What follows belongs to an exercise in optimizing a design on an open flow for small area and a short achievable clock period; a production flow would make more cautious choices.
RTL that was checked went through simulation tests only; none was proved equivalent to the original.
Power figures rest on the tool's default switching activity, not on a simulated workload.

==> raven <==
==> flow/design.v (excerpt) <==
module wlfc_fx (
    input  wire        clk,
    input  wire        rst,         
    input  wire        in_valid,
    input  wire [2:0]  in_op,       
    input  wire [63:0] in_a,
    output reg         out_valid,
    output reg  [63:0] out_data
);
==> module wlfc_fx, before the edit <==
module wlfc_fx (
    input  wire        clk,
    input  wire        rst,         
    input  wire        in_valid,
    input  wire [2:0]  in_op,       
    input  wire [63:0] in_a,
    output reg         out_valid,
    output reg  [63:0] out_data
);
    localparam OP_FROMINT   = 3'd0;
    localparam OP_FROMFLOAT = 3'd1;
    localparam OP_INTEGER   = 3'd2;
    localparam OP_FRACTION  = 3'd3;
    localparam OP_FLOAT     = 3'd4;
    reg        s1_valid;
    reg [2:0]  s1_op;
    reg [63:0] s1_a;
    always @(posedge clk) begin
        if (rst) begin
            s1_valid <= 1'b0;
        end else begin
            s1_valid <= in_valid;
        end
        s1_op <= in_op;
        s1_a  <= in_a;
    end
    wire [31:0] w = s1_a[31:0];
    wire [31:0] fromint_res = {w[23:0], 8'h00};
    wire [31:0] integer_res = {{8{w[31]}}, w[31:8]};
    wire [31:0] fraction_res = {24'h000000, w[7:0]};
    wire        ff_sign = s1_a[63];
    wire [10:0] ff_exp  = s1_a[62:52];
    wire [52:0] ff_mant = {1'b1, s1_a[51:0]};
    wire        ff_tiny   = (ff_exp < 11'd1014);               
    wire        ff_big    = (ff_exp > 11'd1054);               
    wire [11:0] ff_rsh    = 12'd1066 - {1'b0, ff_exp};
    wire [52:0] ff_fixed  = ff_mant >> ff_rsh[5:0];            
    wire [31:0] ff_imag   = ff_fixed[40:9];
    wire [8:0]  ff_frac9  = ff_fixed[8:0];
    wire [8:0]  ff_round  = {1'b0, ff_frac9[8:1]} + {8'h00, ff_frac9[0]};
    wire        ff_inrange = ff_sign ? (ff_imag <= 32'h80000000)
                                     : (ff_imag <= 32'h7FFFFFFF);
    wire        ff_valid   = (ff_exp != 11'h7FF) && !ff_big && ff_inrange;
    wire [31:0] ff_int    = ff_sign ? (32'd0 - ff_imag) : ff_imag;
    wire [31:0] ff_packed = {ff_int[23:0], 8'h00} | {23'd0, ff_round};
    reg  [31:0] fromfloat_res;
    always @(*) begin
        if (ff_tiny)
            fromfloat_res = 32'h00000000;
        else if (!ff_valid)
            fromfloat_res = 32'h00000000;
        else
            fromfloat_res = ff_packed;
    end
    wire        fl_sign = w[31];
    wire [31:0] fl_mag  = fl_sign ? (32'd0 - w) : w;
    reg  [4:0]  fl_lz;
    integer     k;
    always @(*) begin
        fl_lz = 5'd0;
        for (k = 0; k < 32; k = k + 1)
            if (fl_mag[k])
                fl_lz = 5'd31 - k[4:0];
    end
    wire [31:0] fl_norm = fl_mag << fl_lz;
    wire [10:0] fl_exp  = 11'd1046 - {6'd0, fl_lz};
    wire [63:0] float_res = (w == 32'd0) ? 64'd0
                          : {fl_sign, fl_exp, fl_norm[30:0], 21'd0};
    reg [63:0] result;
    always @(*) begin
        case (s1_op)
            OP_FROMINT:   result = {32'd0, fromint_res};
            OP_FROMFLOAT: result = {32'd0, fromfloat_res};
            OP_INTEGER:   result = {32'd0, integer_res};
            OP_FRACTION:  result = {32'd0, fraction_res};
            OP_FLOAT:     result = float_res;
            default:      result = 64'd0;
        endcase
    end
    always @(posedge clk) begin
        if (rst) begin
            out_valid <= 1'b0;
        end else begin
            out_valid <= s1_valid;
        end
        out_data <= result;
    end
endmodule
clock: 5.5 ns
lec_check: 0
cap_margin: 20
core_margin: 2
core_utilization: 40
slew_margin: 20
run.sh (not shown) runs the stock make flow with config.mk's settings and CLKGATE_MAP_FILE= SYNTH_SCRIPT=/design/flow/synth_recipe.tcl, a recipe that flattens the netlist after the stock synthesis.
==> indigo (differences from raven) <==
==> flow/design.v (replaced) <==
module wlfc_fx (
    input  wire        clk,
    input  wire        rst,         
    input  wire        in_valid,
    input  wire [2:0]  in_op,       
    input  wire [63:0] in_a,
    output reg         out_valid,
    output reg  [63:0] out_data
);
    wire [31:0] w = in_a[31:0];
    wire        ff_s   = in_a[63];
    wire [10:0] ff_e   = in_a[62:52];
    wire [41:0] ff_a   = {1'b1, in_a[51:11]};
    wire        ff_hi  = ff_e[10];
    wire        ff_lo  = ~ff_e[10] & (&ff_e[9:5]);
    wire [41:0] ff_a1  = ff_hi ? ff_a : (ff_lo ? {32'd0, ff_a[41:32]} : 42'd0);
    wire [41:0] ff_b   = ff_a1 >> (~ff_e[4:0]);
    wire [23:0] ff_i   = ff_b[32:9];
    wire [8:0]  ff_f9  = ff_b[8:0];
    wire [8:0]  ff_r   = {1'b0, ff_f9[8:1]} + {8'd0, ff_f9[0]};
    wire [23:0] ff_in  = ff_s ? (24'd0 - ff_i) : ff_i;
    wire [31:0] ff_res = {ff_in, 8'd0} | {23'd0, ff_r};
    wire [31:0] fl_mag = w[31] ? (32'd0 - w) : w;
    reg [31:0] d;
    always @(*) begin
        if (in_op[2])
            d = fl_mag;
        else case (in_op[1:0])
            2'd0: d = {w[23:0], 8'h00};
            2'd1: d = ff_res;
            2'd2: d = {{8{w[31]}}, w[31:8]};
            default: d = {24'h000000, w[7:0]};
        endcase
    end
    reg        q_f;       
    reg        q_s;       
    reg [31:0] q_d;
    always @(posedge clk) begin
        if (rst)
            out_valid <= 1'b0;
        else
            out_valid <= in_valid;
        q_f <= in_op[2];
        q_s <= w[31];
        q_d <= d;
    end
    wire        z16 = ~|q_d[31:16];
    wire [31:0] n16 = z16 ? {q_d[15:0], 16'd0} : q_d;
    wire        z8  = ~|n16[31:24];
    wire [31:0] n8  = z8 ? {n16[23:0], 8'd0} : n16;
    wire        z4  = ~|n8[31:28];
    wire [31:0] n4  = z4 ? {n8[27:0], 4'd0} : n8;
    wire        z2  = ~|n4[31:30];
    wire [31:0] n2  = z2 ? {n4[29:0], 2'd0} : n4;
    wire        z1  = ~n2[31];
    wire [30:0] fl_m = z1 ? n2[29:0] << 1 : n2[30:0];
    wire [4:0]  fl_lz = {z16, z8, z4, z2, z1};
    wire        fl_zero = z16 & ~|q_d[15:0];
    wire [10:0] fl_exp = fl_zero ? 11'd0 : (11'd1046 - {6'd0, fl_lz});
    always @(*) begin
        if (q_f)
            out_data = {q_s, fl_exp, fl_m, 21'd0};
        else
            out_data = {32'd0, q_d};
    end
endmodule
==> comparison table <==
Status: raven complete, no violations; indigo complete, no violations
Final core occ: raven 50.08%; indigo 50.82%
Number of multi-input logic gates: raven 1036; indigo 949
Power Sequential: raven 0.00109 W; indigo 0.000353 W
Combinational gate power: raven 0.00135 W; indigo 0.00123 W
Routed length on met2: raven 16730 um; indigo 15560 um
Post-Synthesis Cells: raven 1315; indigo 1112
Fraction of area in multi-input gates: raven 58.26%; indigo 67.65%
Biggest cell delay along the critical path: raven 520 ps; indigo 710 ps
Total power of the final layout: raven 0.003643 W; indigo 0.001909 W
Yosys top cell area share: raven 23.83%; indigo 9.802%
Mean area per synthesized cell: raven 8.434 um2; indigo 7.163 um2
Net count after synthesis: raven 1395; indigo 1187
Layout Area Growth over Synthesis: raven 22.37%; indigo 24.58%
Non-CTS inverters: raven 30; indigo 29
Worst slew pin tran: raven 874.9 ps; indigo 1006 ps
Reg area: raven 0.002645 mm2; indigo 701.9 um2
Clock buffer cells: raven 18; indigo 5
First-pass GRT wire length: raven 61620 um; indigo 55240 um
Sw power: raven 0.001371 W; indigo 0.0008728 W
Most common library cell in the layout ignoring fill and taps: raven mux2i_1; indigo clkdlybuf4s50_1
Max Fclk: raven 192.6 MHz; indigo 190.3 MHz
Share of cell area taken by flip-flops and latches: raven 19.49%; indigo 7.074%
Clk tree area frac: raven 4.471%; indigo 1.702%
DR iter-0 viols: raven 1390; indigo 1445
Function not checked in indigo: the RTL went through the layout flow alone.

what the ideal ports hide:
The flow's constraints put no driver on any port. The routed layouts listed below were extracted and timed again, unchanged, in two steps.
Step 1 assumes that a clkbuf_16 drives the clock port and a buf_2 every other input.
Step 2 also shifts input and output timing later by t, the mid clock arrival at the registers, as if the neighbouring blocks saw the same clock.
Slacks: ideal / step 1 / step 2; pairs: ideal / step 1.
run	t, ns	setup slack, ns	worst setup path at the end	worst data-port slew with drivers (ns)	pins driven straight from the clock port
raven	0.481	0.309 / 0.309 / 0.309	register to register	0.04	1
indigo	0.313	0.246 / 0.206 / 0.471	input to register	0.05	1
After both steps every run listed still meets setup and hold.
